This is an optimization exercise on Yosys and OpenROAD, whose aim is small area, a short achievable clock period and few clock cycles, not a production implementation. Only simulation tests tie the RTL to the original design; equivalence was not proved. Power figures rest on the tool's default switching activity, not on a simulated workload.

## flow/flow/run.sh

```bash
#!/bin/bash
set -o pipefail
export BUFFER_PORTS_ARGS="-buffer_cell sky130_fd_sc_hd__buf_1"
bash standard.sh SETUP_SLACK_MARGIN=34 finish > standard_flow.log 2>&1
```

## flow/standard.sh

```bash
#!/bin/bash
# synth_recipe.tcl (not shown) runs the flow's synth.tcl, then flattens the netlist and writes it again
# the make line also repeats each setting of config.mk as NAME=value (left out here)
make -C /OpenROAD-flow-scripts/flow DESIGN_CONFIG=/design/flow/config.mk WORK_HOME=/design/flow/orfs CLKGATE_MAP_FILE= SYNTH_SCRIPT=/design/flow/synth_recipe.tcl "${@:-finish}"
```

## flow/config.mk

```make
export PLATFORM = sky130hd
export DESIGN_NAME = scanout_ctrl
export DESIGN_NICKNAME = scanout_ctrl
export VERILOG_FILES = /design/flow/design.v
export SDC_FILE = /design/flow/constraint.sdc
export NUM_CORES = 4
export LEC_CHECK = 0
export CAP_MARGIN = 40
export CORE_MARGIN = 2
export CORE_UTILIZATION = 60
export CTS_CLUSTER_DIAMETER = 130
export CTS_CLUSTER_SIZE = 26
export SLEW_MARGIN = 40
```

## flow/constraint.sdc

```tcl
create_clock -name core_clock -period 60.0 [get_ports {clk}]
set_input_delay 12.0000 -clock core_clock [delete_from_list [all_inputs] [get_ports {clk}]]
set_output_delay 12.0000 -clock core_clock [all_outputs]
set_load 0.01 [all_outputs]
```

## flow/design.v

```verilog
module scanout_ctrl #(
    parameter PW = 320,      
    parameter PH = 240       
) (
    input             clk,
    input             rst,
    input             alloc_ok,
    input             cmd_valid,
    input      [31:0] cmd_word,
    output            cmd_ready,
    output reg        cmd_done,
    input             evt_valid,
    input      [31:0] evt_word,
    output            evt_ready,
    output reg        evt_done,
    input      [4:0]  reg_addr,
    output reg [31:0] reg_rdata,
    output            fb_rd,
    output            fb_sel,
    output     [25:0] fb_addr,
    input      [15:0] fb_rdata,
    output            lb_we,
    output            lb_sel,
    output     [12:0] lb_addr,
    output     [15:0] lb_wdata,
    output            flush_valid,
    output            flush_sel,
    output     [12:0] flush_x0,
    output     [12:0] flush_x1,
    output            frame_ready,
    output            buf_ack,
    output            front,
    output            busy,
    output     [6:0]  bl_pct
);
    localparam [2:0] OK = 3'd0, ERR_CONFIG = 3'd1, ERR_NOMEM = 3'd2,
                     ERR_UNSUPPORTED = 3'd3, ERR_STATE = 3'd4;
    localparam [3:0] S_IDLE  = 4'd0,
                     S_UR    = 4'd1,    
                     S_LSTRT = 4'd2,    
                     S_UR0   = 4'd3,    
                     S_ENA   = 4'd14,   
                     S_LOOP  = 4'd4,    
                     S_FLUSH = 4'd5,    
                     S_GK    = 4'd6,    
                     S_GSUB  = 4'd7,    
                     S_GRND  = 4'd8,    
                     S_GLOOP = 4'd9,    
                     S_MULK  = 4'd10,   
                     S_MUL   = 4'd11,   
                     S_SUB1  = 4'd12,   
                     S_PLOAD = 4'd13;   
    reg [12:0] lw, lh;
    reg [1:0]  scale;
    reg        rot, policy;
    reg        inited, en, gvalid, frontb, fr, ack, urf;
    reg [1:0]  lastb, pend;
    reg [2:0]  res_code;
    reg        res_val;
    reg [6:0]  bl;
    reg        g_rot;
    reg [1:0]  g_scale;
    reg signed [14:0] off_x, off_y;
    reg        crop;             
    reg [25:0] g_start;
    reg [25:0] g_p;              
    reg [25:0] cur_src;
    reg [7:0]  cur_cnt;
    reg [3:0]  state;
    reg [1:0]  gph;              
    reg        l_buf;
    reg        lcopy;            
    reg        fillm;            
    reg [1:0]  clean;            
    reg [25:0] ptr;              
    reg [8:0]  dst;
    reg [1:0]  rc;               
    reg        wr;               
    function [26:0] radd26;              
        input [25:0] a, b;
        input        ci;
        integer i;
        reg c;
        begin
            c = ci;
            for (i = 0; i < 26; i = i + 1) begin
                radd26[i] = a[i] ^ b[i] ^ c;
                c = (a[i] & b[i]) | (c & (a[i] ^ b[i]));
            end
            radd26[26] = c;
        end
    endfunction
    function [8:0] rinc9;                
        input [8:0] a;
        integer i;
        reg c;
        begin
            c = 1'b1;
            for (i = 0; i < 9; i = i + 1) begin
                rinc9[i] = a[i] ^ c;
                c = a[i] & c;
            end
        end
    endfunction
    function [8:0] rdec9;                
        input [8:0] a;
        integer i;
        reg b;
        begin
            b = 1'b1;
            for (i = 0; i < 9; i = i + 1) begin
                rdec9[i] = a[i] ^ b;
                b = ~a[i] & b;
            end
        end
    endfunction
    wire               R      = g_rot;
    wire [1:0]         S      = g_scale;
    wire               xsel;
    wire [12:0]        xw     = xsel ? lh : lw;
    wire signed [14:0] off_l  = R ? off_y : off_x;
    wire [8:0]         dst0   = off_l[14] ? 9'd0 : off_l[8:0];
    reg  [8:0]         lwidth;
    reg  [7:0]         lpf;
    always @* begin
        case (S)
            2'd1:    begin lwidth = 9'd320; lpf = 8'd240; end
            2'd2:    begin lwidth = 9'd160; lpf = 8'd120; end
            default: begin lwidth = 9'd106; lpf = 8'd80;  end
        endcase
        if (!crop) lwidth = xw[8:0];
    end
    wire        last_line = (cur_cnt == lpf - 8'd1);
    wire [7:0]  a_scan    = R ? lw[7:0] : lh[7:0];
    wire        off_s_neg = R ? off_x[14] : off_y[14];
    wire        in_range  = off_s_neg || (cur_cnt < a_scan);
    wire [3:0] c_op = cmd_word[3:0];
    reg        c_legal;
    always @* begin
        case (c_op)
            4'h1: c_legal = (cmd_word[31] == 1'b0);
            4'h2, 4'h4, 4'h5, 4'h6, 4'h8, 4'h9, 4'hB:
                  c_legal = (cmd_word[31:4] == 28'd0);
            4'h3: c_legal = (cmd_word[31:7] == 25'd0);
            4'h7: c_legal = (cmd_word[31:5] == 27'd0);
            4'hA: c_legal = (cmd_word[31:12] == 20'd0);
            default: c_legal = 1'b0;
        endcase
    end
    wire evt_line = ((evt_word & 32'hFFFFFFCF) == 32'h0000000F);
    wire st_idle  = (state == S_IDLE);
    wire st_ur    = (state == S_UR);
    wire st_ur0   = (state == S_UR0);
    wire st_ena   = (state == S_ENA);
    wire st_lstrt = (state == S_LSTRT);
    wire st_loop  = (state == S_LOOP);
    wire st_flush = (state == S_FLUSH);
    wire st_gk    = (state == S_GK);
    wire st_gsub  = (state == S_GSUB);
    wire st_grnd  = (state == S_GRND);
    wire st_gloop = (state == S_GLOOP);
    wire st_mulk  = (state == S_MULK);
    wire st_mul   = (state == S_MUL);
    wire st_sub1  = (state == S_SUB1);
    wire st_pload = (state == S_PLOAD);
    assign cmd_ready = st_idle && (pend == 2'd0);
    assign evt_ready = st_idle;
    wire evt_go  = st_idle && evt_valid;
    wire cmd_go  = st_idle && !evt_valid && cmd_valid && (pend == 2'd0);
    wire ln_ok   = evt_line && inited && en;
    wire ln_go   = evt_go && ln_ok && !evt_word[5];
    wire ur_go   = evt_go && ln_ok && evt_word[5];
    wire ln_strt = ln_go || st_lstrt;
    wire ln_buf  = st_idle ? evt_word[4] : l_buf;
    wire ln_cln  = ln_buf ? clean[1] : clean[0];
    wire op_init  = cmd_go && c_legal && (c_op == 4'h1);
    wire op_recmp = cmd_go && c_legal && (c_op == 4'h2);
    wire op_xform = cmd_go && c_legal && (c_op == 4'h3);
    wire op_en    = cmd_go && c_legal && (c_op == 4'h4);
    wire op_dis   = cmd_go && c_legal && (c_op == 4'h5);
    wire op_pub   = cmd_go && c_legal && (c_op == 4'h7);
    wire op_wait  = cmd_go && c_legal && (c_op == 4'h8);
    wire op_poll  = cmd_go && c_legal && (c_op == 4'h9);
    wire op_bl    = cmd_go && c_legal && (c_op == 4'hA);
    wire op_tear  = cmd_go && c_legal && (c_op == 4'hB);
    wire init_cfg_bad = (cmd_word[17:5] == 13'd0) || (cmd_word[30:18] == 13'd0) ||
                        (scale == 2'd0);
    wire init_ok  = op_init && !inited && !init_cfg_bad && alloc_ok;
    wire recmp_ok = op_recmp && inited && !en && (scale != 2'd0);
    wire geo_go   = init_ok || recmp_ok;
    wire en_go    = op_en && gvalid && inited && !en;
    wire pub_ok   = op_pub && inited && (cmd_word[4] != frontb);
    wire pub_hold = pub_ok && policy && !fr;
    wire wait_hold = op_wait && inited && !fr;
    wire        side_l = (gph == 2'd0) ? !R : (gph == 2'd2);
    wire        use_h  = ~(side_l ^ R);
    wire        a_from_cur = st_idle || st_lstrt;            
    wire        a_zero     = st_gk || st_mulk;
    assign      xsel = (a_from_cur && R) || st_mulk || (st_gsub && use_h);
    wire [25:0] a_a  = a_from_cur ? cur_src : (a_zero ? 26'd0 : ptr);
    wire [12:0] nx   = ~xw;
    wire        b_p   = a_from_cur && R;
    wire        adv   = st_loop && step;                 
    wire        b_nx  = st_gsub || st_mulk || (adv && R);
    wire        b_2s  = st_gloop;
    wire        b_k   = st_gk;
    wire [25:0] a_b  = ({26{b_p}}  & g_p) |
                       ({26{b_nx}} & {13'h1FFF, nx}) |
                       ({26{b_2s}} & {23'd0, S, 1'b0}) |
                       ({26{b_k}}  & (side_l ? PW : PH));
    wire        a_ci = adv || st_gsub || st_mul || (st_grnd && ptr[15]);
    wire [26:0] sum_a_x = radd26(a_a, a_b, a_ci);
    wire [25:0] sum_a   = sum_a_x[25:0];
    wire        a_le1   = sum_a[15] || (sum_a[15:1] == 15'd0);
    wire        mul_go   = st_mul && sum_a[15];            
    wire        mul_end  = st_mul && !sum_a[15];
    wire        gl_go    = st_gloop && a_le1;
    wire        fill_go  = st_pload;
    wire        b_from_start = st_ena || st_ur0 || st_pload || (st_flush && !fillm && last_line);
    wire        b_zero   = (st_gk && gph == 2'd0) || st_mulk;
    wire [25:0] b_a  = b_from_start ? g_start : (b_zero ? 26'd0 : cur_src);
    wire        incr_on  = st_ur || (st_flush && !fillm && !last_line);
    wire        bb_w     = (incr_on && !R) || (gl_go && gph == 2'd1) || mul_go;
    wire        bb_nw    = (gl_go && gph == 2'd2) || st_sub1;
    wire [25:0] b_b  = ({26{bb_w}} & {13'd0, lw}) | ({26{bb_nw}} & {13'h1FFF, ~lw});
    wire        b_ci = (incr_on && R) || bb_nw || (gl_go && gph == 2'd0);
    wire [26:0] sum_b_x = radd26(b_a, b_b, b_ci);
    wire [25:0] sum_b   = sum_b_x[25:0];
    wire       a_odd   = R ? lh[0] : lw[0];
    wire [1:0] e_end   = fillm ? 2'd0 : (crop ? {S == 2'd3, 1'b0} : {1'b0, a_odd & S[0]});
    wire [8:0] zz      = fillm ? 9'd0 : dst0;
    reg  [8:0] pos_sum;                   
    integer ps_k;
    reg ps_c;
    always @* begin
        ps_c = wr;
        for (ps_k = 0; ps_k < 9; ps_k = ps_k + 1) begin
            pos_sum[ps_k] = dst[ps_k] ^ zz[ps_k] ^ ps_c;
            ps_c = (dst[ps_k] & zz[ps_k]) | (ps_c & (dst[ps_k] ^ zz[ps_k]));
        end
    end
    wire rd_more = (pos_sum != (PW[8:0] - {7'd0, e_end}));
    wire step    = fillm || (rc == S - 2'd1);
    assign fb_rd    = st_loop && lcopy && rd_more;
    assign fb_sel   = frontb;
    assign fb_addr  = ptr;
    assign lb_we    = st_loop && wr;
    assign lb_sel   = l_buf;
    assign lb_addr  = {4'd0, dst};
    assign lb_wdata = lcopy ? fb_rdata : 16'h0000;
    assign flush_valid = st_flush;
    assign flush_sel   = l_buf;
    assign flush_x0    = lcopy ? {4'd0, dst0} : 13'd0;
    assign flush_x1    = lcopy ? {4'd0, dst} : PW[12:0];
    assign frame_ready = fr & inited;
    assign buf_ack     = ack & inited;
    assign front       = frontb & inited;
    assign busy        = (pend != 2'd0);
    assign bl_pct      = bl;
    wire line_end = st_flush && !fillm;
    always @(posedge clk) begin
        ptr     <= sum_a;
        cur_src <= sum_b;
    end
    always @(posedge clk) begin
        if (st_gloop && !a_le1 && gph != 2'd2 && (R || gph == 2'd1))
            g_start <= cur_src;
        if (fill_go)
            g_p <= cur_src;
        if (st_grnd && (side_l ^ R))
            off_x <= sum_a[15:1];
        if (st_grnd && !(side_l ^ R))
            off_y <= sum_a[15:1];
        if (st_grnd && side_l)
            crop <= ptr[15];
        if (init_ok) begin
            lw     <= cmd_word[17:5];
            lh     <= cmd_word[30:18];
            policy <= cmd_word[4];
        end
        if (geo_go) begin
            g_rot   <= rot;
            g_scale <= scale;
        end
    end
    wire fill_nx = st_flush && fillm && !l_buf;      
    always @(posedge clk) begin
        if (ln_strt || fill_go || fill_nx) begin
            dst <= ln_strt ? dst0 : 9'd0;
            rc  <= 2'd0;
            wr  <= 1'b0;
        end else if (st_loop) begin
            wr <= rd_more;
            if (rd_more) begin
                rc <= step ? 2'd0 : rc + 2'd1;
            end
            if (wr) dst <= rinc9(dst);
        end else if (st_gk) begin
            rc <= 2'd0;
        end else if (st_gsub) begin
            rc <= rc + 2'd1;
        end
        if (ln_strt) lcopy <= in_range;
        else if (fill_go) lcopy <= 1'b0;
        if (evt_go) l_buf <= evt_word[4];
        else if (fill_go) l_buf <= 1'b0;
        else if (fill_nx) l_buf <= 1'b1;
        if (geo_go) gph <= 2'd0;
        else if (st_gloop && !a_le1 && gph == 2'd0 && !R) gph <= 2'd1;
        else if (mul_end && R) gph <= 2'd2;
        if (geo_go) fillm <= 1'b1;
        else if (st_flush && l_buf) fillm <= 1'b0;
    end
    always @(posedge clk) begin
        if (rst) begin
            state <= S_IDLE;
            clean <= 2'b00;
        end else begin
            case (state)
            S_IDLE: begin
                if (ln_go)
                    state <= in_range ? S_LOOP : (ln_cln ? S_FLUSH : S_LOOP);
                else if (ur_go)
                    state <= S_UR0;
                else if (en_go)
                    state <= S_ENA;
                else if (geo_go)
                    state <= S_GK;
            end
            S_UR0:   state <= S_UR;
            S_UR:    state <= S_LSTRT;
            S_ENA:   state <= S_IDLE;
            S_LSTRT: state <= in_range ? S_LOOP : (ln_cln ? S_FLUSH : S_LOOP);
            S_LOOP:  if (!rd_more && wr) state <= S_FLUSH;
            S_FLUSH: begin
                if (fill_nx)
                    state <= clean[1] ? S_FLUSH : S_LOOP;
                else
                    state <= S_IDLE;
            end
            S_GK:    state <= S_GSUB;
            S_GSUB:  if (rc == S - 2'd1) state <= S_GRND;
            S_GRND:  state <= S_GLOOP;
            S_GLOOP: if (!a_le1) begin
                         if (gph == 2'd2) state <= S_SUB1;
                         else if (R || gph == 2'd1) state <= S_MULK;
                         else state <= S_GK;
                     end
            S_MULK:  state <= S_MUL;
            S_MUL:   if (!sum_a[15]) state <= R ? S_GK : S_PLOAD;
            S_SUB1:  state <= S_PLOAD;
            S_PLOAD: state <= clean[0] ? S_FLUSH : S_LOOP;
            default: state <= S_IDLE;
            endcase
            if (ln_strt) begin
                if (ln_buf) clean[1] <= !in_range;
                else        clean[0] <= !in_range;
            end else if (st_flush && fillm && l_buf) begin
                clean <= 2'b11;
            end
        end
    end
    wire wrap     = line_end && last_line;
    wire fr_set   = wrap && (!policy || ack);
    wire rel      = fr_set && (pend != 2'd0);       
    always @(posedge clk) begin
        if (rst) begin
            scale <= 2'd1; rot <= 1'b0;
            inited <= 1'b0; en <= 1'b0; pend <= 2'd0;
            res_code <= 3'd0; res_val <= 1'b0; bl <= 7'd0;
            cmd_done <= 1'b0; evt_done <= 1'b0;
        end else begin
            cmd_done <= (cmd_go && !geo_go && !en_go && !pub_hold && !wait_hold) || st_ena ||
                        (st_flush && fillm && l_buf) || rel;
            evt_done <= (evt_go && !ln_ok) || line_end;
            if (cmd_go && !pub_hold && !wait_hold) begin
                res_val  <= 1'b0;
                if (!c_legal)
                    res_code <= ERR_UNSUPPORTED;
                else begin
                    res_code <= OK;
                    case (c_op)
                    4'h1: if (inited) res_code <= ERR_STATE;
                          else if (init_cfg_bad) res_code <= ERR_CONFIG;
                          else if (!alloc_ok) res_code <= ERR_NOMEM;
                    4'h2: if (!inited || en) res_code <= ERR_STATE;
                          else if (scale == 2'd0) res_code <= ERR_CONFIG;
                    4'h3: if (en) res_code <= ERR_STATE;
                    4'h4: if (!inited || !gvalid) res_code <= ERR_STATE;
                    4'h6: if (!inited) res_code <= ERR_STATE;
                          else res_val <= ~frontb;
                    4'h7: if (!pub_ok) res_code <= ERR_STATE;
                          else res_val <= fr;
                    4'h8: if (!inited) res_code <= ERR_STATE;
                          else res_val <= 1'b1;
                    4'h9: if (!inited) res_code <= ERR_STATE;
                          else res_val <= fr;
                    4'hB: if (!inited || en) res_code <= ERR_STATE;
                    default: ;
                    endcase
                end
            end
            if (rel) begin
                res_code <= OK;
                res_val  <= 1'b1;
            end
            if (op_xform && !en) begin
                scale <= cmd_word[5:4];
                rot   <= cmd_word[6];
            end
            if (init_ok) inited <= 1'b1;
            else if (op_tear && inited && !en) inited <= 1'b0;
            if (en_go) en <= 1'b1;
            else if (op_dis) en <= 1'b0;
            if (pub_hold) pend <= 2'd2;
            else if (wait_hold) pend <= 2'd1;
            else if (rel) pend <= 2'd0;
            if (op_bl && cmd_word[11:4] <= 8'd100) bl <= cmd_word[10:4];
        end
    end
    always @(posedge clk) begin
        if (init_ok || recmp_ok) gvalid <= 1'b1;
        else if ((op_recmp && inited && !en && scale == 2'd0) || (op_xform && !en))
            gvalid <= 1'b0;
        if (init_ok) frontb <= 1'b0;
        else if ((pub_ok && !pub_hold) || (rel && pend == 2'd2)) frontb <= ~frontb;
        if (init_ok || fr_set) fr <= 1'b1;
        if ((pub_ok && !pub_hold) || (op_wait && inited && fr) ||
            (op_poll && inited) || rel)
            fr <= 1'b0;
        if (init_ok) ack <= 1'b1;
        else if ((pub_ok && !pub_hold) || (rel && pend == 2'd2)) ack <= 1'b1;
        else if (fr_set && policy) ack <= 1'b0;
        if (init_ok) lastb <= 2'd0;
        else if (wrap) lastb <= fr_set ? 2'd2 : 2'd3;
        if (geo_go || en_go || wrap) begin
            cur_cnt <= 8'd0;
            urf     <= 1'b0;
        end else if (ur_go) begin
            cur_cnt <= 8'd1;
            urf     <= 1'b1;
        end else if (line_end) begin
            cur_cnt <= cur_cnt + 8'd1;
        end
    end
    wire [31:0] status_word = {17'd0, inited, inited, pend, lastb, 2'b00, urf, ack, fr,
                               frontb, gvalid, en, inited};
    reg  [12:0] neg_lw;
    integer k;
    reg c_n;
    always @* begin
        c_n = 1'b0;
        for (k = 0; k < 13; k = k + 1) begin
            neg_lw[k] = lw[k] ^ c_n;
            c_n = lw[k] | c_n;
        end
    end
    wire [18:0] dec;
    genvar gk;
    generate
        for (gk = 0; gk < 19; gk = gk + 1) begin : g_dec
            assign dec[gk] = (reg_addr == gk);
        end
    endgenerate
    wire gi        = inited;
    wire sel_res   = dec[1];
    wire sel_st    = dec[2] & gi;
    wire sel_cfg   = dec[3] & gi;
    wire sel_pan   = dec[4];
    wire sel_xf    = dec[5];
    wire sel_ox    = dec[6] & gi;
    wire sel_oy    = dec[7] & gi;
    wire sel_start = dec[8] & gi;
    wire sel_lw    = gi & ((dec[9] & !R) | (dec[10] & R));
    wire sel_one   = gi & ((dec[9] & R) | (dec[13] & !R));
    wire sel_p     = gi & ((dec[10] & !R) | (dec[12] & R));
    wire sel_lwid  = dec[11] & gi;
    wire sel_neg   = dec[13] & gi & R;
    wire sel_dst   = dec[14] & gi;
    wire sel_lpf   = dec[15] & gi;
    wire sel_cur   = dec[16] & gi;
    wire sel_cnt   = dec[17] & gi;
    wire sel_bl    = dec[18];
    always @* begin
        reg_rdata = ({32{sel_res}}   & {27'd0, res_val, 1'b0, res_code}) |
                    ({32{sel_st}}    & status_word) |
                    ({32{sel_cfg}}   & {3'd0, lh, 3'd0, lw}) |
                    ({32{sel_pan}}   & {3'd0, PH[12:0], 3'd0, PW[12:0]}) |
                    ({32{sel_xf}}    & {28'd0, policy & gi, rot, scale}) |
                    ({32{sel_ox}}    & {{17{off_x[14]}}, off_x}) |
                    ({32{sel_oy}}    & {{17{off_y[14]}}, off_y}) |
                    ({32{sel_start}} & {6'd0, g_start}) |
                    ({32{sel_lw}}    & {19'd0, lw}) |
                    ({32{sel_one}}   & 32'd1) |
                    ({32{sel_p}}     & {6'd0, g_p}) |
                    ({32{sel_lwid}}  & {23'd0, lwidth}) |
                    ({32{sel_neg}}   & {19'h7FFFF, neg_lw}) |
                    ({32{sel_dst}}   & {23'd0, dst0}) |
                    ({32{sel_lpf}}   & {24'd0, lpf}) |
                    ({32{sel_cur}}   & {6'd0, cur_src}) |
                    ({32{sel_cnt}}   & {24'd0, cur_cnt}) |
                    ({32{sel_bl}}    & {25'd0, bl});
    end
endmodule
```

==> impl_metrics.yaml, run 1 <==
run_status:
  status: "timing/DRC/antenna clean"
detailed_routing:
  routed_wl_mm: 42.94
  vias: 11820
  wl_per_cell_um: 23.89
  drc: 0
  drtPass1Iterations: 8
  via_per_inst: 6.579
  final_antenna_net_count: 0
  drt-initial-drc-count: 1612
yosys:
  synth_edf_count: 124
  synth_top_family_by_area: "simple AND/OR/NAND/NOR gates"
  synthCells: 1335
  synth_xor_area_share_pct: 1.531
  synth_top_area_share_pct: 28.30
  ys_ff_latch: 223
  syn_area_um2: 13160
  synthArstFlopShare_pct: 0
  synth.largest_area_cell: "edfxtp_1"
  synth_fa_ha_area_share_pct: 11.94
  syn_avg_cell_area_um2: 9.857
  ys_types: 82
  synth_compound_area_share_pct: 16.94
  synth-main-ff-cell: "edfxtp_1"
  synthTopCellsByArea: "edfxtp_1, dfxtp_1, fa_1, nand2_1, a22oi_1"
  yosysWarnings: 1
  synth-simple-area-share_pct: 18.38
  muxShareOfSynthArea_pct: 2.814
  ys_seq_area_share_pct: 43.36
critical_path:
  required_ns: 48.00
  arrival_ns: 13.90
  startpoint_type: "input pin"
  ff2ff_setup_slack_ns: 37.00
  crit_path_top_delay_cell: "or3_1"
  endpoint_kind: "output port"
  crit_path_end: "reg_rdata[2]"
  crit_start: "reg_addr[2]"
  crit_chain: "buf_2 > inv_1 > or3_1 > a211oi_4 > buf_6 > a222oi_1 > nand2_1 > a211oi_1 > o21ai_1 > buf_1"
  r2r_cells: 59
  critPathMaxStageDelay_ns: 0.37
  r2r_end: "cur_src[25]$_DFF_P_"
  r2r_start: "state[2]$_SDFFE_PP0P_"
  worstSetupPathType: "in -> out"
  crit_fanout: 26
timing:
  worstMarginPinSlew_ns: 0.8523
  hold_viol_final: 0
  min_period_over_period_pct: 43.17
  rsz0062_at_grt: "no"
  setup_violations: 0
  fmax_mhz: 38.61
  slew_headroom_pct: 43.10
  tns_ns: 0
  period_needed_ns: 25.90
  finalClockSkew_ns: 0.02178
  drv_slew: 0
  hold_slack_ns: 0.4763
power_and_ir_drop:
  ir_drop_mv: 0.03287
  power_leakage_nw: 5.465
  powerDensity_nw_per_um2: 33.12
cts:
  insertion_delay_ns: 0.50
  cts_tree: "done"
  cts_root_buf: "clkbuf_16"
  cts_num_sinks: 223
  cts_buffer_depth: 3
  hold_buffers: 0
  numCtsBuffers: 12
  cts_max_level: 1
  cts.clk_slew.worst_paths_ns: 0.09
place:
  dp_hpwl_mm: 31.25
  globalplace.congestion: 0.9934
  post_dp_cell_area_um2: 14220
  portBuffers: 211
floorplan:
  die_y_um: 152.1
  dieArea_um2: 23130
  coreArea_um2: 21690
  dieWidth_um: 152.1
  start_util_pct: 60.67
  io_pins: 224
  num_rows: 54
run:
  maxCapViolCount: 0
grt:
  grt_use_total_pct: 36.80
  grt_max_degree: 53
  antenna_found_initial: 1
  grt_pass1_vias: 11130
  grt_pass1_wl_mm: 66.10
  overflow: 0
cells_and_area:
  synthToLayoutAreaGrowth_pct: 11.15
  finalInstanceArea_um2: 14630
  nets: 1692
  fillers: 1786
  finish.utilization_pct: 67.44
  drive_gt1_share_pct: 5.603
  num_antenna_cells: 0
  final_cell_mix: "buf_1, nand2_1, edfxtp_1, dfxtp_1, nor2_1"
  layout_commonest_cell: "buf_1"
worst_hold_path:
  worstHoldPathType: "reg -> reg"
==> critical path: cells and delay by family <==
kind | cells | cell delay [ns]
and+or+nand+nor | 2 | 0.49
AOI/OAI and AO/OA | 4 | 0.59
buffers and inverters | 4 | 0.82
==> logic make-up (layout without fill, tap and decap cells) <==
kind of cell	after synthesis	after routing
xor+xnor	23	23
mux	37	37
flops	223	223
buf+inv	157	328
fa+ha+maj	91	91
simple gates	481	481
other cells	1	12
compound gates	322	322
==> flip-flops by register name (all words and copies together), names as in the netlist, 3 cells and up <==
signal	cells
cur_cnt	8
g_start	26
cur_src	26
bl	7
off_y	15
res_code	3
ptr	26
off_x	15
lw	13
g_p	26
state	4
lh	13
dst	9
==> synthesized netlist by cell type, types with 5 or more instances <==
cell type	n
a211o_1	5
a211oi_1	7
a21oi_1	68
a221oi_1	19
a222oi_1	26
a22o_1	8
a22oi_1	59
and2_1	33
and3_1	14
buf_4	15
clkbuf_1	66
dfxtp_1	99
edfxtp_1	124
fa_1	58
ha_1	32
inv_1	67
mux2i_1	37
nand2_1	143
nand2b_1	21
nand3_1	46
nand4_1	18
nor2_1	99
nor2b_1	22
nor3_1	23
nor4_1	17
o211ai_1	5
o21ai_0	59
o21ai_1	10
o22ai_1	5
o32ai_1	5
or2_2	5
or3_1	5
or4_1	5
xnor2_1	12
xor2_1	11
==> per-stage QoR <==
step | instances | total power, mW | worst slack (ns)
detailed placement | 1776 | 0.3931 | 33.88
global placement | 1776 | 0.3864 | 33.96
global route | 1797 | 0.5133 | 34.01
finish | 1797 | 0.4844 | 34.10
CTS | 1795 | 0.4832 | 34.03
floorplan | 1346 | 0.3306 | 34.15
==> power breakdown <==
part	switching (mW)	internal, mW	total, mW
Combinational	0.101	0.0601	0.161
Sequential	0.0321	0.200	0.232
Clock	0.0510	0.0408	0.0919
Total	0.184	0.301	0.484
==> per-layer routing <==
layer	part of all wire (%)	GRT usage, %	wire (um)
met1	40	52.87	17340
met2	42	54.59	18230
met5	0	0	0
met4	4.3	12.82	1857
met3	13	9.469	5507
==> worst min path at each step <==
| stage | end | cells after the start | from |
|---|---|---|---|
| 4_1_cts | res_code[1]$_SDFFE_PP0P_ | 2 | res_code[1]$_SDFFE_PP0P_ |
| 5_1_grt | res_code[1]$_SDFFE_PP0P_ | 2 | res_code[1]$_SDFFE_PP0P_ |
| 2_1_floorplan | res_code[1]$_SDFFE_PP0P_ | 2 | res_code[1]$_SDFFE_PP0P_ |
| 3_5_place_dp | res_code[1]$_SDFFE_PP0P_ | 2 | res_code[1]$_SDFFE_PP0P_ |
| 6_report | res_code[1]$_SDFFE_PP0P_ | 2 | res_code[1]$_SDFFE_PP0P_ |
| 3_3_place_gp | res_code[1]$_SDFFE_PP0P_ | 2 | res_code[1]$_SDFFE_PP0P_ |
==> area by class of cell <==
cell class	count	area, um^2	share of cell area (%)
clock buffer	18	344.1	2.352
multi-input combinational	966	6932	47.39
timing repair buffer	240	1018	6.963
clock inverter	1	16.27	0.1112
inverter	69	259.0	1.771
tap	280	350.3	2.395
sequential	223	5707	39.02
==> what timing repair did <==
item                       CTS  global route
buffers inserted             0             2
pin swaps                    0             0
setup endpoints to repair    9             9
gates resized for setup      2             7
Testbench counts, summed over its fixed seeds: cycles 1,314,648.
==> run 2, diff against run 1 <==
--- a/flow/config.mk
+++ b/flow/config.mk
@@ -9,5 +9,5 @@
 export CORE_MARGIN = 2
 export CORE_UTILIZATION = 60
-export CTS_CLUSTER_DIAMETER = 130
-export CTS_CLUSTER_SIZE = 26
+export CTS_CLUSTER_DIAMETER = 100
+export CTS_CLUSTER_SIZE = 20
 export SLEW_MARGIN = 40
==> run 2 against run 1 <==
Net effect: critical endpoint is now reg_rdata[20]; clock skew rose by 0.0029 ns; setup slack improved by 0.0085 ns; register-to-register slack better by 0.04 ns; first-iteration DRC count rose by 8.7%; fmax about the same; cell count increased by 0.33%; clock-buffer cell count up 5; cell area is 0.45% higher; sequential power is essentially flat; via count up 0.11%.
==> impl_metrics.yaml, run 2 <==
run_status:
  status: "timing/DRC/antenna clean"
timing:
  setup_violations: 0
  period_needed_ns: 25.89
  slew_headroom_pct: 43.20
  fmax_mhz: 38.62
  hold_slack_ns: 0.4728
  hold_viol_final: 0
  min_period_over_period_pct: 43.15
  drv_slew: 0
  finalClockSkew_ns: 0.02470
  worstMarginPinSlew_ns: 0.8508
  rsz0062_at_grt: "no"
  tns_ns: 0
critical_path:
  worstSetupPathType: "in -> out"
  startpoint_type: "input pin"
  arrival_ns: 13.89
  crit_fanout: 15
  critPathMaxStageDelay_ns: 0.31
  required_ns: 48.00
  cp_num_buf_inv: 5
  crit_chain: "buf_1 > nor2b_2 > nand3_1 > nor3_2 > buf_4 > a221oi_1 > buf_4 > inv_1 > nor2_2 > nand3_1 > buf_1"
  crit_path_top_delay_cell: "a221oi_1"
  critPathTopFamily: "buffers and inverters"
  endpoint_kind: "output port"
yosys:
  ys_types: 82
  synthTopCellsByArea: "edfxtp_1, dfxtp_1, fa_1, nand2_1, a22oi_1"
  synth.largest_area_cell: "edfxtp_1"
  ys_seq_area_share_pct: 43.36
  synth-main-ff-cell: "edfxtp_1"
  synth_top_area_share_pct: 28.30
  syn_area_um2: 13160
  synth_edf_count: 124
  yosysWarnings: 1
  synth_most_common_cell: "nand2_1"
  syn_avg_cell_area_um2: 9.857
  synth_commonest_cells: "nand2_1, edfxtp_1, dfxtp_1, nor2_1, a21oi_1"
  synthCells: 1335
  ys_ff_latch: 223
  synthArstFlopShare_pct: 0
grt:
  antenna_found_initial: 1
  grt_pass1_vias: 11160
  overflow: 0
  grt_max_degree: 53
  grt_pass1_wl_mm: 66.17
  grt_use_total_pct: 36.83
floorplan:
  dieArea_um2: 23130
  io_pins: 224
  num_rows: 54
  dieWidth_um: 152.1
  coreArea_um2: 21690
  die_y_um: 152.1
  start_util_pct: 60.67
power_and_ir_drop:
  power_leakage_nw: 5.498
  ir_drop_mv: 0.03076
  comb_power_share_pct: 32.6
  switchingPower_mw: 0.1869
  powerDensity_nw_per_um2: 33.67
  seqPwrFrac_pct: 46.9
  internal-power_mw: 0.3078
  p_clk_share_pct: 20.6
  swShare_pct: 37.77
cells_and_area:
  layout_commonest_cell: "buf_1"
  fillers: 1774
  synthToLayoutAreaGrowth_pct: 11.66
  final_cell_mix: "buf_1, nand2_1, edfxtp_1, dfxtp_1, nor2_1"
  drive_gt1_share_pct: 5.778
  num_antenna_cells: 0
  nets: 1695
cts:
  cts_root_buf: "clkbuf_16"
  insertion_delay_ns: 0.50
  numCtsBuffers: 15
  cts_num_sinks: 223
  cts.clk_slew.worst_paths_ns: 0.08
  cts_buffer_depth: 3
  cts_tree: "done"
  cts_max_level: 1
place:
  dp_hpwl_mm: 31.25
  globalplace.congestion: 0.9934
  portBuffers: 211
detailed_routing:
  routed_wl_mm: 43.03
  final_antenna_net_count: 0
  drt-initial-drc-count: 1752
  via_per_inst: 6.565
  wl_per_cell_um: 23.87
  vias: 11840
  drc: 0
  drtPass1Iterations: 8
worst_hold_path:
  worstHoldPathType: "reg -> reg"
run:
  maxCapViolCount: 0
==> run 2: repair_timing <==
action                     4_1_cts  5_1_grt
gates resized for setup          2        7
setup buffers                    0        2
setup endpoints to repair        9        9
hold buffers                     0        0
==> run 2: routing by layer <==
metal | track usage (%) | vias to the layer above | part of all wire (%)
li1 | - | 5241 | -
met1 | 52.65 | 5618 | 40
met2 | 54.12 | 839 | 42
met3 | 10.04 | 138 | 13
met4 | 13.62 | 0 | 4.9
met5 | 0 | - | 0
==> run 2: power by group through the flow <==
| stage | Combinational (mW) | Sequential [mW] | Clock (mW) |
|---|---|---|---|
| floorplan | 0.105 | 0.226 | 0 |
| global placement | 0.153 | 0.234 | 0 |
| detailed placement | 0.159 | 0.234 | 0 |
| CTS | 0.160 | 0.231 | 0.102 |
| global route | 0.181 | 0.235 | 0.108 |
| finish | 0.161 | 0.232 | 0.102 |
==> run 2: logic make-up (layout without fill, tap and decap cells) <==
| family | count (synthesis) | after routing | synth area share (%) |
|---|---|---|---|
| other cells | 1 | 12 | 0.02850 |
| buf+inv | 157 | 334 | 5.001 |
| xor+xnor | 23 | 23 | 1.531 |
| simple gates | 481 | 481 | 18.38 |
| compound gates | 322 | 322 | 16.94 |
| flops | 223 | 223 | 43.36 |
| fa+ha+maj | 91 | 91 | 11.94 |
| mux | 37 | 37 | 2.815 |
==> run 2: worst paths after layout <==
check / from / end / slack, ns / cells past startpoint
worst max-delay path: reg_addr[4] / reg_rdata[20] / 34.11 / 11
worst min-delay path: res_code[1]$_SDFFE_PP0P_ / res_code[1]$_SDFFE_PP0P_ / 0.47 / 2
worst max register to register: state[2]$_SDFFE_PP0P_ / cur_src[25]$_DFF_P_ / 37.04 / 59
worst min register to register: res_code[1]$_SDFFE_PP0P_ / res_code[1]$_SDFFE_PP0P_ / 0.47 / 2
==> run 2: area by class of cell <==
type / instances / area (um^2) / area share [%]
multi-input combinational: 966 / 6932 / 47.18
sequential: 223 / 5707 / 38.84
timing repair buffer: 240 / 1018 / 6.932
clock buffer: 23 / 405.4 / 2.759
tap: 280 / 350.3 / 2.384
inverter: 69 / 259.0 / 1.763
clock inverter: 2 / 21.27 / 0.1448
==> run 2: worst min-delay path, stage by stage, from the launching register on <==
cell and delay, ns:
dfxtp_1 0.33, inv_1 0.05, a21oi_1 0.05
==> run 2: through the flow <==
step / power, mW / instances / setup WS, ns / utilization [%] / instance area [um^2]
after floorplan: 0.3306 / 1346 / 34.15 / - / 13200
after global routing: 0.5234 / 1803 / 33.98 / 67.75 / 14690
after CTS: 0.4930 / 1801 / 34.03 / 67.56 / 14650
after detailed placement: 0.3931 / 1776 / 33.88 / 65.58 / 14220
after global placement: 0.3864 / 1776 / 33.96 / 65.48 / 14200
final: 0.4947 / 1803 / 34.11 / 67.75 / 14690
==> run 3, diff against run 2 <==
--- a/flow/config.mk
+++ b/flow/config.mk
@@ -6,8 +6,8 @@
 export NUM_CORES = 4
 export LEC_CHECK = 0
-export CAP_MARGIN = 40
+export CAP_MARGIN = 0
 export CORE_MARGIN = 2
 export CORE_UTILIZATION = 60
-export CTS_CLUSTER_DIAMETER = 100
-export CTS_CLUSTER_SIZE = 20
-export SLEW_MARGIN = 40
+export CTS_CLUSTER_DIAMETER = 110
+export CTS_CLUSTER_SIZE = 22
+export SLEW_MARGIN = 0
==> run 3 against run 2 <==
Net effect: sequential power about the same; clock skew is 0.0072 ns higher; die area stayed put; still clean on timing, DRC and antenna; largest power group unchanged; total power shrank 0.31%; combinational power about the same; cell count grew 0.11%; clock-buffer cell count is the same; core utilization shrank 0.058 points; sequential cell count is the same.
==> impl_metrics.yaml, run 3 <==
run_status:
  status: "timing/DRC/antenna clean"
cts:
  cts_buffer_depth: 3
  cts_num_sinks: 223
  cts.clk_slew.worst_paths_ns: 0.09
  insertion_delay_ns: 0.49
  hold_buffers: 0
  cts_tree: "done"
  cts_root_buf: "clkbuf_16"
  numCtsBuffers: 14
  cts_max_level: 1
yosys:
  synthTopCellsByArea: "edfxtp_1, dfxtp_1, fa_1, nand2_1, a22oi_1"
  synthArstFlopShare_pct: 0
  synth_edf_count: 124
  syn_avg_cell_area_um2: 9.857
  synth.largest_area_cell: "edfxtp_1"
  yosysWarnings: 1
  synth_commonest_cells: "nand2_1, edfxtp_1, dfxtp_1, nor2_1, a21oi_1"
  synth-main-ff-cell: "edfxtp_1"
  ys_ff_latch: 223
  synth_top_area_share_pct: 28.30
  syn_area_um2: 13160
  synth_most_common_cell: "nand2_1"
  synthCells: 1335
  ys_types: 82
  ys_seq_area_share_pct: 43.36
detailed_routing:
  via_per_inst: 6.564
  final_antenna_net_count: 0
  wl_per_cell_um: 23.83
  drt-initial-drc-count: 1630
  routed_wl_mm: 43.01
  drc: 0
  drtPass1Iterations: 9
  vias: 11850
place:
  post_dp_cell_area_um2: 14200
  globalplace.congestion: 0.9934
  dp_hpwl_mm: 31.33
  portBuffers: 211
cells_and_area:
  nets: 1696
  drive_gt1_share_pct: 5.512
  finish.utilization_pct: 67.69
  final_cell_mix: "buf_1, nand2_1, edfxtp_1, dfxtp_1, nor2_1"
  synthToLayoutAreaGrowth_pct: 11.56
  fillers: 1757
  layout_commonest_cell: "buf_1"
  multiInputGateArea_um2: 6908
  ff_latch_area_um2: 5705
  finalInstanceArea_um2: 14680
floorplan:
  num_rows: 54
  coreArea_um2: 21690
  start_util_pct: 60.67
  dieArea_um2: 23130
  dieWidth_um: 152.1
  die_y_um: 152.1
  io_pins: 224
critical_path:
  ff2ff_setup_slack_ns: 36.94
  cp_num_buf_inv: 4
  arrival_ns: 13.96
  crit_chain: "buf_2 > inv_1 > or3_1 > a211oi_4 > buf_4 > a222oi_1 > nand2_1 > a211oi_1 > o21ai_0 > buf_1"
  required_ns: 48.00
  startpoint_type: "input pin"
  r2r_start: "state[2]$_SDFFE_PP0P_"
  crit_path_top_delay_cell: "or3_1"
  critPathTopFamily: "buffers and inverters"
  worstSetupPathType: "in -> out"
  crit_fanout: 26
  critPathMaxStageDelay_ns: 0.37
  endpoint_kind: "output port"
  crit_cells: 10
  r2r_end: "cur_src[25]$_DFF_P_"
  r2r_cells: 59
grt:
  grt_use_total_pct: 36.82
  grt_pass1_wl_mm: 66.54
  grt_pass1_vias: 11270
  antenna_found_initial: 1
  overflow: 0
  grt_max_degree: 53
timing:
  min_period_over_period_pct: 43.27
  hold_slack_ns: 0.4738
  rsz0062_at_grt: "no"
  finalClockSkew_ns: 0.03186
  period_needed_ns: 25.96
  slew_headroom_pct: 17.92
  drv_slew: 0
  fmax_mhz: 38.51
  tns_ns: 0
  setup_violations: 0
  hold_viol_final: 0
  worstMarginPinSlew_ns: 1.220
worst_hold_path:
  worstHoldPathType: "reg -> reg"
  hold_start: "res_code[1]$_SDFFE_PP0P_"
  hold_path_end: "res_code[1]$_SDFFE_PP0P_"
  holdPathStages: 2
power_and_ir_drop:
  power_leakage_nw: 5.499
  comb_power_share_pct: 32.6
  seqPwrFrac_pct: 47.0
  p_clk_share_pct: 20.4
  swShare_pct: 37.65
  switchingPower_mw: 0.1857
  internal-power_mw: 0.3075
  powerDensity_nw_per_um2: 33.59
  ir_drop_mv: 0.02984
run:
  maxCapViolCount: 0
==> run 3: worst max path at each step <==
stage                     to  slack (ns)   startpoint
6_report        reg_rdata[2]       34.04  reg_addr[2]
5_1_grt         reg_rdata[2]       34.00  reg_addr[2]
4_1_cts        reg_rdata[22]       34.03  reg_addr[4]
3_5_place_dp    reg_rdata[2]       33.86  reg_addr[2]
3_3_place_gp    reg_rdata[2]       33.96  reg_addr[2]
2_1_floorplan  reg_rdata[18]       34.15  reg_addr[2]
==> run 3: cells by family after synthesis <==
kind of cell / Yosys count / share of synthesized area, %
adder cells (fa/ha/maj): 91 / 11.94
other: 1 / 0.02850
XOR/XNOR: 23 / 1.531
AO/OA/AOI/OAI: 322 / 16.94
buffers and inverters: 157 / 5.001
AND/OR/NAND/NOR: 481 / 18.38
multiplexers: 37 / 2.815
flip-flops: 223 / 43.36
==> run 3: cell type report <==
type	count	area share, %
Multi-Input combinational cell	966	47.06
Sequential cell	223	38.86
Timing Repair Buffer	242	7.014
Clock buffer	23	2.761
Tap cell	280	2.386
Inverter	69	1.764
Clock inverter	1	0.1364
Antenna cell	1	0.01705
==> run 3: layer usage <==
| metal | GRT usage, % | routed length (um) | vias to the layer above |
|---|---|---|---|
| li1 | - | - | 5248 |
| met1 | 53.34 | 17340 | 5586 |
| met2 | 55.00 | 18420 | 876 |
| met3 | 9.127 | 5599 | 138 |
| met4 | 11.62 | 1645 | 0 |
| met5 | 0 | 0 | - |
==> run 3: per-stage QoR <==
step / power [mW] / std cells / setup slack [ns]
detailed placement: 0.3922 / 1776 / 33.86
global route: 0.5222 / 1804 / 34.00
finish: 0.4932 / 1805 / 34.04
floorplan: 0.3306 / 1346 / 34.15
global placement: 0.3864 / 1776 / 33.96
CTS: 0.4912 / 1800 / 34.03
==> run 3: repair_timing <==
item,in CTS,in global routing
buffers inserted,0,4
endpoints found under the setup margin,9,11
resized for setup,4,5
gates cloned,0,0
==> run 3: worst min-delay path, stage by stage (launching register included) <==
cell	delay [ns]
dfxtp_1	0.34
inv_1	0.05
a21oi_1	0.05
==> run 3: power groups by stage <==
stage | registers [mW] | logic [mW] | clock network [mW]
2_1_floorplan | 0.226 | 0.105 | 0
4_1_cts | 0.231 | 0.159 | 0.101
6_report | 0.232 | 0.161 | 0.101
3_3_place_gp | 0.234 | 0.153 | 0
3_5_place_dp | 0.234 | 0.158 | 0
5_1_grt | 0.236 | 0.180 | 0.106
==> run 4, diff against run 3 <==
--- a/flow/config.mk
+++ b/flow/config.mk
@@ -6,8 +6,8 @@
 export NUM_CORES = 4
 export LEC_CHECK = 0
-export CAP_MARGIN = 0
+export CAP_MARGIN = 20
 export CORE_MARGIN = 2
 export CORE_UTILIZATION = 60
 export CTS_CLUSTER_DIAMETER = 110
 export CTS_CLUSTER_SIZE = 22
-export SLEW_MARGIN = 0
+export SLEW_MARGIN = 20
==> run 4 against run 3 <==
Net effect: combinational power about the same; non-clock buffer count unchanged; fmax unchanged; total power unchanged; sequential power about the same; setup slack unchanged; sequential share of layout area unchanged; clock skew unchanged; critical path type unchanged; highest routed layer unchanged.
==> impl_metrics.yaml, run 4 <==
run:
  maxCapViolCount: 0
cts:
  cts_buffer_depth: 3
  cts_max_level: 1
  cts_num_sinks: 223
  cts.clk_slew.worst_paths_ns: 0.09
  insertion_delay_ns: 0.49
  cts_root_buf: "clkbuf_16"
  cts_tree: "done"
  numCtsBuffers: 14
timing:
  rsz0062_at_grt: "no"
  setup_violations: 0
  fmax_mhz: 38.51
  hold_viol_final: 0
  min_period_over_period_pct: 43.27
  tns_ns: 0
  slew_headroom_pct: 17.92
  drv_slew: 0
  period_needed_ns: 25.96
  worstMarginPinSlew_ns: 1.220
  finalClockSkew_ns: 0.03186
  hold_slack_ns: 0.4738
grt:
  grt_use_total_pct: 36.82
  grt_max_degree: 53
  grt_pass1_wl_mm: 66.54
  grt_pass1_vias: 11270
  antenna_found_initial: 1
  overflow: 0
floorplan:
  coreArea_um2: 21690
  start_util_pct: 60.67
  dieWidth_um: 152.1
  num_rows: 54
  io_pins: 224
  dieArea_um2: 23130
  die_y_um: 152.1
yosys:
  syn_area_um2: 13160
  ys_ff_latch: 223
  synth_top_area_share_pct: 28.30
  synth_edf_count: 124
  synth_most_common_cell: "nand2_1"
  synthTopCellsByArea: "edfxtp_1, dfxtp_1, fa_1, nand2_1, a22oi_1"
  synth_commonest_cells: "nand2_1, edfxtp_1, dfxtp_1, nor2_1, a21oi_1"
  synthCells: 1335
  ys_seq_area_share_pct: 43.36
  synthArstFlopShare_pct: 0
  synth.largest_area_cell: "edfxtp_1"
  ys_types: 82
  synth-main-ff-cell: "edfxtp_1"
  syn_avg_cell_area_um2: 9.857
  yosysWarnings: 1
place:
  dp.cells: 1776
  globalplace.congestion: 0.9934
  portBuffers: 211
  dp_hpwl_mm: 31.33
cells_and_area:
  instances_no_fill: 1805
  finish.utilization_pct: 67.69
  drive_gt1_share_pct: 5.512
  layout_commonest_cell: "buf_1"
  nets: 1696
  synthToLayoutAreaGrowth_pct: 11.56
  fillers: 1757
  final_cell_mix: "buf_1, nand2_1, edfxtp_1, dfxtp_1, nor2_1"
  ff_latch_area_um2: 5705
  multiInputGateArea_um2: 6908
critical_path:
  endpoint_kind: "output port"
  crit_fanout: 26
  worstSetupPathType: "in -> out"
  startpoint_type: "input pin"
  r2r_cells: 59
  arrival_ns: 13.96
  required_ns: 48.00
detailed_routing:
  vias: 11850
  wl_per_cell_um: 23.83
  routed_wl_mm: 43.01
  drt-initial-drc-count: 1630
  final_antenna_net_count: 0
  drtPass1Iterations: 9
  via_per_inst: 6.564
  drc: 0
power_and_ir_drop:
  power_leakage_nw: 5.499
  powerDensity_nw_per_um2: 33.59
  ir_drop_mv: 0.02984
worst_hold_path:
  worstHoldPathType: "reg -> reg"
  holdPathStages: 2
run_status:
  status: "timing/DRC/antenna clean"
==> run 4: cell counts in the layout (fill, tap and decap cells not counted) <==
Identical to the previous run, type by type.
==> run 4: critical path, cell delays in order <==
cell and delay, ns:
buf_2 0.20, inv_1 0.14, or3_1 0.37, a211oi_4 0.21, buf_4 0.37, a222oi_1 0.11, nand2_1 0.12, a211oi_1 0.05
o21ai_0 0.19, buf_1 0.20
==> run 4: final cells by class <==
class,instances,area share [%]
Tap cell,280,2.386
Antenna cell,1,0.01705
Timing Repair Buffer,242,7.014
Clock buffer,23,2.761
Multi-Input combinational cell,966,47.06
Sequential cell,223,38.86
Clock inverter,1,0.1364
Inverter,69,1.764
==> run 4: cells by family (layout without fill, tap and decap cells) <==
kind of cell / count (synthesis) / after routing / share of synthesized area [%]
and+or+nand+nor: 481 / 481 / 18.38
AOI/OAI and AO/OA: 322 / 322 / 16.94
DFF: 223 / 223 / 43.36
buffers and inverters: 157 / 335 / 5.001
adders and majority gates: 91 / 91 / 11.94
muxes: 37 / 37 / 2.815
xor gates and xnor gates: 23 / 23 / 1.531
other: 1 / 13 / 0.02850
==> run 4: what timing repair did <==
action	4_1_cts	5_1_grt
resized for setup	4	5
hold buffers	0	0
endpoints found under the setup margin	9	11
buffers inserted	0	4
gates cloned	0	0
==> run 4: stage by stage <==
stage / setup slack (ns) / power, mW / area [um^2]
after CTS: 34.03 / 0.4912 / 14630
after global routing: 34.00 / 0.5222 / 14680
final: 34.04 / 0.4932 / 14680
after detailed placement: 33.86 / 0.3922 / 14200
after global placement: 33.96 / 0.3864 / 14200
after floorplan: 34.15 / 0.3306 / 13200
==> run 4: worst paths after layout <==
path	startpoint	end	slack, ns
worst max-delay path	reg_addr[2]	reg_rdata[2]	34.04
worst min-delay path	res_code[1]$_SDFFE_PP0P_	res_code[1]$_SDFFE_PP0P_	0.47
worst max register to register	state[2]$_SDFFE_PP0P_	cur_src[25]$_DFF_P_	36.94
worst min register to register	res_code[1]$_SDFFE_PP0P_	res_code[1]$_SDFFE_PP0P_	0.47
==> run 4: power by group <==
group,switching (mW),internal [mW]
Sequential,0.0322,0.200
Clock,0.0529,0.0477
Combinational,0.101,0.0600
Total,0.186,0.307
==> run 4: metal layers <==
layer	GRT usage, %	part of all wire, %
met2	55.00	43
met4	11.62	3.8
met3	9.127	13
met5	0	0
met1	53.34	40
==> run 5, diff against run 4 <==
--- a/flow/config.mk
+++ b/flow/config.mk
@@ -6,8 +6,9 @@
 export NUM_CORES = 4
 export LEC_CHECK = 0
-export CAP_MARGIN = 20
+export CAP_MARGIN = 40
 export CORE_MARGIN = 2
 export CORE_UTILIZATION = 60
-export CTS_CLUSTER_DIAMETER = 110
-export CTS_CLUSTER_SIZE = 22
-export SLEW_MARGIN = 20
+export CTS_BUF_LIST = sky130_fd_sc_hd__clkbuf_8
+export CTS_CLUSTER_DIAMETER = 80
+export CTS_CLUSTER_SIZE = 12
+export SLEW_MARGIN = 40
==> run 5 against run 4 <==
Net effect: area after synthesis unchanged; critical endpoint unchanged; setup slack gained 0.086 ns; core utilization shrank 0.13 points; register-to-register slack about the same; clock-buffer cell count is the same; still clean on timing, DRC and antenna; first-iteration DRC count is 2.8% higher; hold slack gained 0.0021 ns; wire length rose by 0.27%; critical path type unchanged; synthesized cell count unchanged.
==> impl_metrics.yaml, run 5 <==
yosys:
  synth_commonest_cells: "nand2_1, edfxtp_1, dfxtp_1, nor2_1, a21oi_1"
  synth_edf_count: 124
  syn_avg_cell_area_um2: 9.857
  ys_ff_latch: 223
  ys_seq_area_share_pct: 43.36
  ys_types: 82
  syn_area_um2: 13160
  synthArstFlopShare_pct: 0
  synth_most_common_cell: "nand2_1"
  synthTopCellsByArea: "edfxtp_1, dfxtp_1, fa_1, nand2_1, a22oi_1"
  synth.largest_area_cell: "edfxtp_1"
  yosysWarnings: 1
  synth_top_area_share_pct: 28.30
  synth-main-ff-cell: "edfxtp_1"
  synthCells: 1335
cts:
  hold_buffers: 0
  cts_tree: "done"
  insertion_delay_ns: 0.56
  cts_max_level: 1
  cts.clk_slew.worst_paths_ns: 0.08
  cts_num_sinks: 223
  cts_buffer_depth: 3
  numCtsBuffers: 22
  cts_root_buf: "clkbuf_8"
place:
  dp.cells: 1776
  pre_cts_ws_ns: 33.88
  globalplace.congestion: 0.9934
  portBuffers: 211
  dp_hpwl_mm: 31.25
  post_dp_cell_area_um2: 14220
floorplan:
  dieArea_um2: 23130
  coreArea_um2: 21690
  dieWidth_um: 152.1
  num_rows: 54
  io_pins: 224
  die_y_um: 152.1
  start_util_pct: 60.67
critical_path:
  ff2ff_setup_slack_ns: 36.95
  arrival_ns: 13.88
  startpoint_type: "input pin"
  critPathMaxStageDelay_ns: 0.37
  r2r_end: "cur_src[25]$_DFF_P_"
  crit_fanout: 26
  r2r_start: "state[2]$_SDFFE_PP0P_"
  crit_path_top_delay_cell: "or3_1"
  crit_chain: "buf_2 > inv_1 > or3_1 > a211oi_4 > buf_6 > a222oi_1 > nand2_1 > a211oi_1 > o21ai_1 > buf_1"
  endpoint_kind: "output port"
  required_ns: 48.00
  r2r_cells: 59
  worstSetupPathType: "in -> out"
detailed_routing:
  drtPass1Iterations: 8
  routed_wl_mm: 43.12
  vias: 11850
  drc: 0
  wl_per_cell_um: 23.72
  final_antenna_net_count: 0
  drt-initial-drc-count: 1675
  via_per_inst: 6.520
timing:
  hold_viol_final: 0
  slew_headroom_pct: 42.49
  period_needed_ns: 25.88
  fmax_mhz: 38.64
  tns_ns: 0
  setup_slack_ns: 34.12
  finalClockSkew_ns: 0.03388
  hold_slack_ns: 0.4759
  min_period_over_period_pct: 43.13
  rsz0062_at_grt: "no"
  drv_slew: 0
  worstMarginPinSlew_ns: 0.8615
  setup_violations: 0
cells_and_area:
  synthToLayoutAreaGrowth_pct: 11.34
  finish.utilization_pct: 67.56
  drive_gt1_share_pct: 6.242
  finalInstanceArea_um2: 14650
  num_antenna_cells: 0
  instances_no_fill: 1818
  ff_latch_area_um2: 5707
  final_cell_mix: "buf_1, nand2_1, edfxtp_1, dfxtp_1, nor2_1"
  nets: 1703
  fillers: 1778
  multiInputGateArea_um2: 6932
  layout_commonest_cell: "buf_1"
grt:
  grt_pass1_wl_mm: 65.94
  overflow: 0
  grt_max_degree: 53
  grt_use_total_pct: 36.67
  antenna_found_initial: 1
  grt_pass1_vias: 11140
power_and_ir_drop:
  ir_drop_mv: 0.02848
  power.total_mw: 0.4820
  power_leakage_nw: 5.546
  powerDensity_nw_per_um2: 32.90
worst_hold_path:
  holdPathStages: 2
  worstHoldPathType: "reg -> reg"
  hold_start: "res_code[1]$_SDFFE_PP0P_"
  hold_path_end: "res_code[1]$_SDFFE_PP0P_"
run:
  maxCapViolCount: 0
run_status:
  status: "timing/DRC/antenna clean"
run 5: report_power, final:
part | switching [mW] | total (mW) | internal (mW) | leakage (nW)
Sequential | 0.0321 | 0.232 | 0.200 | 1.94
Combinational | 0.101 | 0.161 | 0.0601 | 3.35
Clock | 0.0536 | 0.0891 | 0.0355 | 0.249
run 5: worst max-delay path, delay by kind of cell:
family | cells | cell delay (ns)
AO/OA/AOI/OAI | 4 | 0.57
buffers and inverters | 4 | 0.82
AND/OR/NAND/NOR | 2 | 0.48
run 5: final cells by class:
class | count | area share [%]
clock buffer | 23 | 2.161
inverter | 69 | 1.768
sequential | 223 | 38.95
clock inverter | 16 | 0.4184
multi-input combinational | 966 | 47.31
tap | 280 | 2.391
timing repair buffer | 241 | 7.003
run 5: worst max-delay path by stage:
stage | from | end | cells after the start
detailed placement | reg_addr[2] | reg_rdata[2] | 10
floorplan | reg_addr[2] | reg_rdata[18] | 7
global route | reg_addr[4] | reg_rdata[0] | 8
global placement | reg_addr[2] | reg_rdata[2] | 10
finish | reg_addr[2] | reg_rdata[2] | 10
CTS | reg_addr[4] | reg_rdata[21] | 11
run 5: per-layer routing:
layer,global-route usage [%],vias up,routed length [um]
li1,-,5257,-
met2,54.80,892,18350
met3,9.555,133,5813
met4,11.75,0,1747
met5,0,-,0
met1,52.67,5571,17210
run 5: kinds of logic (layout without fill, tap and decap cells):
| kind of cell | after synthesis | in the layout | share of synthesized area (%) |
|---|---|---|---|
| AND/OR/NAND/NOR | 481 | 481 | 18.38 |
| AO/OA/AOI/OAI | 322 | 322 | 16.94 |
| flip-flops | 223 | 223 | 43.36 |
| buffers and inverters | 157 | 349 | 5.001 |
| adder cells (fa/ha/maj) | 91 | 91 | 11.94 |
| multiplexers | 37 | 37 | 2.815 |
| XOR/XNOR | 23 | 23 | 1.531 |
| other | 1 | 12 | 0.02850 |
run 5: repair_timing:
action | in CTS | in global routing
gates resized for setup | 2 | 7
setup buffers | 0 | 3
pin swaps | 0 | 0
cloned | 0 | 0
endpoints found under the setup margin | 8 | 10

separate check: timing with driven ports:
No port has a modelled driver above. Below, the same layouts with a new extraction and two added sets of constraints.
Step 1 assumes that a clkbuf_16 drives the clock port and a buf_2 every other input.
Step 2 moves the port delays by t, midway between the first and last clock arrival at a register: inputs arrive t later, outputs are due t later. That takes back most of the time a late clock gives input paths.
a / b / c = no drivers / after step 1 / after step 2; a / b = the first two.
run | shift t [ns] | slack for setup (ns) | worst setup path after step 2 | worst register clock-pin slew, ns | pins driven straight from the clock port
run 1 | 0.540 | 34.100 / 34.068 / 34.068 | input to output | 0.11 / 0.11 | 1
run 2 | 0.537 | 34.108 / 34.071 / 34.071 | input to output | 0.09 / 0.09 | 1
run 3 | 0.519 | 34.035 / 34.002 / 34.002 | input to output | 0.10 / 0.10 | 1
run 4 | 0.519 | 34.035 / 34.002 / 34.002 | input to output | 0.10 / 0.10 | 1
run 5 | 0.593 | 34.121 / 34.089 / 34.089 | input to output | 0.10 / 0.10 | 1
After both steps every run listed still meets setup and hold. The setup slack of run 2, which loses most, moves by -0.037 ns with the drivers and by -0.037 ns with both steps.
